What follows belongs to an exercise in optimizing a design on an open flow for small area, a short achievable clock period and few clock cycles; a production flow would make more cautious choices.
At most, simulation tests tie the RTL to the original design; equivalence was not proved.

Design bxc_acc, start of the top module:
module bxc_acc (
    input  wire        clk,
    input  wire        rst,           
    input  wire        start,
    input  wire        cfg_b58,       
    input  wire        cfg_decode,    
    input  wire [8:0]  cfg_radix,     
    input  wire        in_valid,
    input  wire [8:0]  in_data,
    output wire        in_ready,
    output wire        out_valid,
    output wire [9:0]  out_data,
    input  wire        out_ready,
    output wire        busy,
    output reg  [2:0]  err_code,
    output reg  [31:0] err_pos
);
==> flow/config.mk <==
export PLATFORM = sky130hd
export DESIGN_NAME = bxc_acc
export DESIGN_NICKNAME = bxc_acc
export VERILOG_FILES = /design/flow/design.v
export SDC_FILE = /design/flow/constraint.sdc
export NUM_CORES = 4
export LEC_CHECK = 0
export CAP_MARGIN = 70
export CORE_MARGIN = 2
export CORE_UTILIZATION = 40
export PLACE_DENSITY = 0.6
export SLEW_MARGIN = 70
export SYNTH_HIERARCHICAL = 1
==> flow/constraint.sdc <==
create_clock -name core_clock -period 36.0 [get_ports {clk}]
set_input_delay 7.2000 -clock core_clock [delete_from_list [all_inputs] [get_ports {clk}]]
set_output_delay 7.2000 -clock core_clock [all_outputs]
set_load 0.01 [all_outputs]
standard.sh (not shown) runs the stock make flow with config.mk's settings and CLKGATE_MAP_FILE= SYNTH_SCRIPT=/design/flow/synth_recipe.tcl, a recipe that flattens the netlist after the stock synthesis.
==> flow/flow/run.sh <==
#!/bin/bash
# Layout flow: the standard ORFS flow (standard.sh, synthesis unchanged),
# with the port buffers built from sky130_fd_sc_hd__buf_2 cells instead of the
# delay-buffer cells buffer_ports picks by default. Every input and output
# port still gets its own buffer.
set -euo pipefail
export BUFFER_PORTS_ARGS="-buffer_cell sky130_fd_sc_hd__buf_2"
bash standard.sh finish > standard_flow.log 2>&1
Testbench counts at the start, summed over its fixed seeds: cycles 47,093.
Change:
--- a/flow/design.v
+++ b/flow/design.v
@@ -249,20 +249,22 @@
             else if (l >= NA)   lfit = NA[5:0];
             else if (a <= FINE) lfit = {l[5:1], 1'b0};
             else                lfit = {l[5:2], 2'b00};
         end
     endfunction
     wire [5:0] L_lo    = lfit({1'b0, len} + {1'b0, grow});
     wire [5:0] L_hi    = lfit({1'b0, Lr} + {1'b0, grow});
     wire [5:0] L_ext   = (jx_nz && jx_ok) ? L_hi : L_lo;
     wire [511:0] V = {X, R};
-    wire [7:0] w0_t    = {1'b0, len} - 8'd1 - {1'b0, ph};
-    wire [6:0] w0      = w0_t[7] ? w0_t[6:0] + Lr : w0_t[6:0];
+    reg  [6:0] w0;
+    wire [6:0] len_nx  = (run && len_up) ? jx + 7'd1 : len;
+    wire [6:0] ph_nx   = ph_last ? 7'd0 : ph + 7'd1;
+    wire [7:0] w0_t    = {1'b0, len_nx} - 8'd1 - {1'b0, ph_nx};
     wire [6:0] rd_w    = (state == ST_OUT) ? wr : w0;
     wire [6:0] rd_off  = rd_w - {1'b0, L};
     wire [5:0] rd_idx  = (rd_w < {1'b0, L}) ? rd_w[5:0] : (6'd63 - rd_off[5:0]);
     wire [7:0] rd_cell = V[8*rd_idx +: 8];
     wire [7:0] rd_char = (lb58 && !ldec) ? rom58(rd_cell[5:0]) : rd_cell;
     wire drained = in_stop && nq == 0 && !use_raw && pact == {B{1'b0}} && ph >= S;
     wire cfg_ok = cfg_b58 || (cfg_radix >= 9'd2 && cfg_radix <= 9'd256);
     wire [NBW:0] q_after  = {1'b0, (bnd ? {NBW{1'b0}} : nq)} + {{NBW{1'b0}}, sym_q};
     wire         rdy_room = !end_taken && !(raw_v && raw_eos) && !stop_in && !sym_bad && (q_after < B);
@@ -273,26 +275,24 @@
             if (j == NA - 1)
                 R[8*j +: 8] <= X[8*S-1 -: 8];
             else if ((j < FINE) ? ((j % TAP) == TAP - 1) : ((j % (2*TAP)) == 2*TAP - 1))
                 R[8*j +: 8] <= (L == j + 1) ? X[8*S-1 -: 8] : R[8*(j+1) +: 8];
             else
                 R[8*j +: 8] <= R[8*(j+1) +: 8];
         end
         X <= st_out;
         for (j = 0; j < S; j = j + 1) begin
-            if (st_act[j]) QR[4*j +: 4] <= st_q[4*j +: 4];
+            QR[4*j +: 4] <= st_q[4*j +: 4];
         end
         for (j = 0; j < B; j = j + 1) begin
-            if (st_act[2*j]) XA[8*j +: 8] <= st_acc[8*(2*j) +: 8];
-            if (st_act[2*j+1]) begin
-                HR[8*j +: 8] <= st_acc[8*(2*j+1) +: 8];
-                CB[j] <= st_cb[2*j+1];
-            end
+            XA[8*j +: 8] <= st_acc[8*(2*j) +: 8];
+            HR[8*j +: 8] <= st_acc[8*(2*j+1) +: 8];
+            CB[j]        <= st_cb[2*j+1];
         end
         begin
             if (in_valid && in_ready_r) begin
                 raw_v <= 1'b1;
                 raw_d <= in_data;
             end else if (raw_v) begin
                 raw_v <= 1'b0;
             end
             if (raw_v && raw_eos && state != ST_IDLE)
@@ -323,18 +323,19 @@
                 if (sym_q) begin
                     for (j = 0; j < B; j = j + 1)
                         if (nq == j) qb[8*j +: 8] <= raw_val;
                     nq     <= nq + 1'b1;
                 end
             end
             grow <= grom(ldec, lr[8:3]);
             nlr  <= 10'd0 - {1'b0, lr};
             nlr1 <= nlr;
+            w0 <= w0_t[7] ? w0_t[6:0] + Lr : w0_t[6:0];
             fst_r <= {fst_r[S-2:0], bnd};
             for (j = 0; j < S; j = j + 1) begin
                 if (j == 0 ? bnd : fst_r[j-1])
                     act_r[j] <= (j == 0) ? (nq != 0) : pact[j/2];
             end
             if (bnd) begin
                 Lr0    <= Lr;
                 firstp <= go_first;
             end
Wire length decreases by 9.0%.
Via count drops by 4.7%.
Die area falls by 4.1%.
Register-to-register slack gets better by 0.44 ns.
Synthesized cell count fell by 1.4%.
Non-clock buffer count went down by 39.
Clock skew barely changes.
Sequential cell count grows by 7.
Testbench counts after the change, summed over its fixed seeds: cycles 47,093.

========
Another version of the RTL of bxc_acc (not shown whole).
Size in the first run: ~73 I/O pins, ~68,000 sq um of cells after synthesis.
## bxc_acc
module bxc_acc (
    input  wire        clk,
    input  wire        rst,           
    input  wire        start,
    input  wire        cfg_b58,       
    input  wire        cfg_decode,    
    input  wire [8:0]  cfg_radix,     
    input  wire        in_valid,
    input  wire [8:0]  in_data,
    output wire        in_ready,
    output wire        out_valid,
    output wire [9:0]  out_data,
    input  wire        out_ready,
    output wire        busy,
    output reg  [2:0]  err_code,
    output reg  [31:0] err_pos
);
make LEC_CHECK=0 CAP_MARGIN=20 CORE_MARGIN=2 CORE_UTILIZATION=40 PLACE_DENSITY=0.6 SLEW_MARGIN=20 SYNTH_HIERARCHICAL=1 finish   # period 36.0 ns
run.sh (not shown) runs the stock make flow with config.mk's settings and CLKGATE_MAP_FILE= SYNTH_SCRIPT=/design/flow/synth_recipe.tcl, a recipe that flattens the netlist after the stock synthesis.
Stock flow here: none of the scripts above is used.
Next try:
--- a/flow/design.v
+++ b/flow/design.v
@@ -10,24 +10,24 @@
     output wire        in_ready,
     output wire        out_valid,
     output wire [9:0]  out_data,
     input  wire        out_ready,
     output wire        busy,
     output reg  [2:0]  err_code,
     output reg  [31:0] err_pos
 );
     localparam B    = 4;             
     localparam S    = 2 * B;         
     localparam NA   = 64 - S;        
-    localparam TAP  = 2;             
-    localparam LMIN = 2;
+    localparam TAP  = 4;             
+    localparam LMIN = 4;
     localparam NBW  = 3;             
     localparam [2:0] ST_IDLE  = 3'd0,
                      ST_FILL  = 3'd1,    
                      ST_RUN   = 3'd2,    
                      ST_OUT   = 3'd3,    
                      ST_FLUSH = 3'd4,    
                      ST_DRAIN = 3'd5;    
     localparam [2:0] E_NONE     = 3'd0,
                      E_INVALID  = 3'd1,
                      E_CAPACITY = 3'd5,
                      E_BADCFG   = 3'd7;
@@ -231,23 +231,23 @@
         for (u = B - 1; u >= 0; u = u - 1)
             if (ovf[u]) ovf_u = u;
     end
     wire [6:0] jx      = (ph >= S) ? ph - S : ph + L;         
     wire       jx_nz   = (X[8*S-1 -: 8] != 8'd0);
     wire [6:0] grow    = grom(ldec, lr[8:3]);
     wire       jx_ok   = !(firstp && ph < S);                
     wire       len_up  = jx_nz && jx_ok && jx >= len;
     wire [6:0] len_n   = len_up ? jx + 7'd1 : len;
     wire [7:0] need    = {1'b0, len_n} + {1'b0, grow};
     wire [7:0] need_l  = need - S + (TAP - 1);
-    wire [5:0] L_ext   = (need_l[7:0] >= NA) ? NA[5:0] : {need_l[5:1], 1'b0};
+    wire [5:0] L_ext   = (need_l[7:0] >= NA) ? NA[5:0] : {need_l[5:2], 2'b00};
     wire [511:0] V = {X, R};
     wire [6:0] rd_off  = wr - {1'b0, L};
     wire [5:0] rd_idx  = (wr < {1'b0, L}) ? wr[5:0] : (6'd63 - rd_off[5:0]);
     wire [7:0] rd_cell = V[8*rd_idx +: 8];
     wire [7:0] rd_char = (lb58 && !ldec) ? rom58(rd_cell[5:0]) : rd_cell;
     wire drained = in_stop && nq == 0 && !use_raw && pact == {B{1'b0}} && ph > S;
     wire cfg_ok = cfg_b58 || (cfg_radix >= 9'd2 && cfg_radix <= 9'd256);
     integer j;
     always @(posedge clk) begin
         for (j = 0; j < NA; j = j + 1) begin
             if (j == NA - 1)
What happened: Wire length came out lower by a few percent; setup slack improves by 17 ps; cell area came out lower slightly.
No functional check of the RTL was part of any run of this note.

========
Another version of the RTL of bxc_acc (not shown whole).
Size in the first run: roughly 7700 cells after synthesis, roughly 73 I/O pins, ~71000 µm² of cells after synthesis.
export LEC_CHECK = 0
export CAP_MARGIN = 70
export CORE_MARGIN = 2
export CORE_UTILIZATION = 40
export PLACE_DENSITY = 0.6
export SLEW_MARGIN = 70
export SYNTH_HIERARCHICAL = 1
create_clock -name core_clock -period 36.0 [get_ports {clk}]
standard.sh (not shown) runs the stock make flow with config.mk's settings and CLKGATE_MAP_FILE= SYNTH_SCRIPT=/design/flow/synth_recipe.tcl, a recipe that flattens the netlist after the stock synthesis.
Scripts as last shown in full above: flow/flow/run.sh
Testbench counts at the start, summed over its fixed seeds: cycles 47,571.
Rerun with:
--- a/flow/design.v
+++ b/flow/design.v
@@ -225,17 +225,17 @@
             if (!ldec && fst_r[2*u+1] && pact_prev[u] && QR[8*u+4 +: 4] != 4'd0) ovf_now[u] = 1'b1;
             if ( ldec && fst_r[2*u+1] && pact_prev[u] && (HR[8*u +: 8] != 8'd0 || CB[u])) ovf_now[u] = 1'b1;
         end
     end
     reg [NBW-1:0] ovf_u;
     always @(*) begin
         ovf_u = {NBW{1'b0}};
         for (u = B - 1; u >= 0; u = u - 1)
-            if (ovf[u]) ovf_u = u;
+            if (ovf[u] || ovf_now[u]) ovf_u = u;
     end
     wire [6:0] jx      = (ph >= S) ? ph - S : ph + L;         
     wire       jx_nz   = (X[8*S-1 -: 8] != 8'd0);
     reg  [6:0] grow;             
     wire       jx_ok   = !(firstp && ph < S);                
     wire       len_up  = jx_nz && jx_ok && jx >= len;
     wire [6:0] len_n   = len_up ? jx + 7'd1 : len;
     wire [7:0] need    = {1'b0, len_n} + {1'b0, grow};
@@ -250,21 +250,26 @@
             else if (a <= FINE) lfit = {l[5:1], 1'b0};
             else                lfit = {l[5:2], 2'b00};
         end
     endfunction
     wire [5:0] L_lo    = lfit({1'b0, len} + {1'b0, grow});
     wire [5:0] L_hi    = lfit({1'b0, Lr} + {1'b0, grow});
     wire [5:0] L_ext   = (jx_nz && jx_ok) ? L_hi : L_lo;
     wire [511:0] V = {X, R};
-    wire [6:0] rd_off  = wr - {1'b0, L};
-    wire [5:0] rd_idx  = (wr < {1'b0, L}) ? wr[5:0] : (6'd63 - rd_off[5:0]);
+    reg  [6:0] w0;
+    wire [6:0] len_nx  = (run && len_up) ? jx + 7'd1 : len;
+    wire [6:0] ph_nx   = ph_last ? 7'd0 : ph + 7'd1;
+    wire [7:0] w0_t    = {1'b0, len_nx} - 8'd1 - {1'b0, ph_nx};
+    wire [6:0] rd_w    = (state == ST_OUT) ? wr : w0;
+    wire [6:0] rd_off  = rd_w - {1'b0, L};
+    wire [5:0] rd_idx  = (rd_w < {1'b0, L}) ? rd_w[5:0] : (6'd63 - rd_off[5:0]);
     wire [7:0] rd_cell = V[8*rd_idx +: 8];
     wire [7:0] rd_char = (lb58 && !ldec) ? rom58(rd_cell[5:0]) : rd_cell;
-    wire drained = in_stop && nq == 0 && !use_raw && pact == {B{1'b0}} && ph > S;
+    wire drained = in_stop && nq == 0 && !use_raw && pact == {B{1'b0}} && ph >= S;
     wire cfg_ok = cfg_b58 || (cfg_radix >= 9'd2 && cfg_radix <= 9'd256);
     wire [NBW:0] q_after  = {1'b0, (bnd ? {NBW{1'b0}} : nq)} + {{NBW{1'b0}}, sym_q};
     wire         rdy_room = !end_taken && !(raw_v && raw_eos) && !stop_in && !sym_bad && (q_after < B);
     wire         rdy_full = (q_after >= B - 1);
     integer j;
     always @(posedge clk) begin
         for (j = 0; j < NA; j = j + 1) begin
             if (j == NA - 1)
@@ -321,16 +326,17 @@
                     for (j = 0; j < B; j = j + 1)
                         if (nq == j) qb[8*j +: 8] <= raw_val;
                     nq     <= nq + 1'b1;
                 end
             end
             grow <= grom(ldec, lr[8:3]);
             nlr  <= 10'd0 - {1'b0, lr};
             nlr1 <= nlr;
+            w0 <= w0_t[7] ? w0_t[6:0] + Lr : w0_t[6:0];
             fst_r <= {fst_r[S-2:0], bnd};
             for (j = 0; j < S; j = j + 1) begin
                 if (j == 0 ? bnd : fst_r[j-1])
                     act_r[j] <= (j == 0) ? (nq != 0) : pact[j/2];
             end
             if (bnd) begin
                 Lr0    <= Lr;
                 firstp <= go_first;
@@ -339,17 +345,17 @@
             if (go_first)
                 ph <= 7'd0;
             else if (state != ST_IDLE && state != ST_FILL)
                 ph <= ph_last ? 7'd0 : ph + 7'd1;
             if (run && ph == S - 1 && pact != {B{1'b0}} && L_ext > L)
                 L <= L_ext;
             if (run && len_up)
                 len <= jx + 7'd1;
-            if (run && ph == S)
+            if (run && ph == S - 1)
                 ovf <= {B{1'b0}};
             else
                 ovf <= ovf | ovf_now;
             in_ready_r <= 1'b0;
             case (state)
                 ST_IDLE: begin
                     out_valid_r <= 1'b0;
                     raw_v       <= 1'b0;
@@ -392,37 +398,43 @@
                             out_data_r  <= 10'h300;
                         end else begin
                             state       <= ST_OUT;
                             jn          <= 7'd0;
                             endtok      <= 1'b0;
                         end
                     end else if (state == ST_FILL && go_first) begin
                         state <= ST_RUN;
-                    end else if (run && ph == S && ovf != {B{1'b0}}) begin
+                    end else if (run && ph == S - 1 && (ovf | ovf_now) != {B{1'b0}}) begin
                         err_code    <= E_CAPACITY;
                         err_pos     <= err_pos - {24'd0, cs_prev} + {{(32-NBW){1'b0}}, ovf_u};
                         state       <= ST_FLUSH;
                         in_ready_r  <= 1'b0;
                         out_valid_r <= 1'b1;
                         out_data_r  <= 10'h300;
                     end else if (run && drained) begin
                         in_ready_r <= 1'b0;
                         if (stop_in) begin
                             err_code    <= E_INVALID;
                             state       <= ST_FLUSH;
                             out_valid_r <= 1'b1;
                             out_data_r  <= 10'h300;
                         end else begin
-                            state  <= ST_OUT;
-                            jn     <= len;
-                            endtok <= 1'b0;
-                            wr     <= ({1'b0, len} + {1'b0, Lr} - 8'd2 - {1'b0, ph} >= {1'b0, Lr})
-                                      ? len - 7'd2 - ph
-                                      : len + Lr - 7'd2 - ph;
+                            state       <= ST_OUT;
+                            out_valid_r <= 1'b1;
+                            if (len == 7'd0) begin
+                                out_data_r <= 10'h100;
+                                endtok     <= 1'b1;
+                                jn         <= 7'd0;
+                            end else begin
+                                out_data_r <= {2'b00, rd_char};
+                                endtok     <= 1'b0;
+                                jn         <= len - 7'd1;
+                                wr         <= (w0 >= 7'd2) ? w0 - 7'd2 : w0 + Lr - 7'd2;
+                            end
                         end
                     end
                 end
                 ST_OUT: begin
                     if (!out_valid_r || out_ready) begin
                         if (out_valid_r && endtok) begin
                             out_valid_r <= 1'b0;
                             busy_r      <= 1'b0;
Outcome:
- The changed run finished with timing, DRC and antenna clean
- die area goes down by 3.6%
- final cell count goes down by 6.0%
- utilization goes up by 0.18 points
- via count goes down by 8.9%
- clock-buffer cell count goes down by 6
- wire length goes down by 9.3%
- worst setup slack gets better by 0.082 ns
- flip-flop and latch count goes up by 7
- synthesized area goes down by 3.6%
- final area goes down by 3.4%
Testbench counts after the change, summed over its fixed seeds: cycles 47,093.

-- port drivers added, routing unchanged --
In the flow no input, the clock included, has a driving cell. The finished layouts below were timed again as built, in two steps. Step 1, drivers: a clkbuf_16 drives clk and a buf_2 each remaining input, both assumed. Step 2, shift: input delay + t, output delay - t, t = (earliest + latest rising clock arrival at the registers) / 2. This alone moves slack from input paths to output paths. a / b / c = ideal / step 1 / step 2; a / b = the first two.
run | t, ns | slack for setup (ns) | clock arrival spread, ns | worst register clock-pin slew, ns | worst data-port slew with drivers (ns)
the first run of note 1 | 0.786 | 27.021 / 27.021 / 26.956 | 0.055 / 0.056 | 0.07 / 0.07 | 0.03
the second run of note 1 | 0.803 | 27.304 / 27.221 / 26.765 | 0.056 / 0.055 | 0.07 / 0.07 | 0.06
the first run of note 2 | 0.804 | 26.147 / 26.147 / 26.116 | 0.083 / 0.084 | 0.07 / 0.07 | 0.06
the second run of note 2 | 0.812 | 26.164 / 26.164 / 25.854 | 0.053 / 0.053 | 0.07 / 0.07 | 0.05
the first run of note 3 | 0.818 | 27.265 / 27.182 / 26.891 | 0.077 / 0.077 | 0.07 / 0.07 | 0.04
the second run of note 3 | 0.807 | 27.347 / 27.269 / 26.699 | 0.085 / 0.086 | 0.07 / 0.07 | 0.04
After both steps every run listed still meets setup and hold. The setup slack of the second run of note 3, which loses most, moves by -0.078 ns with the drivers and by -0.648 ns with both steps.
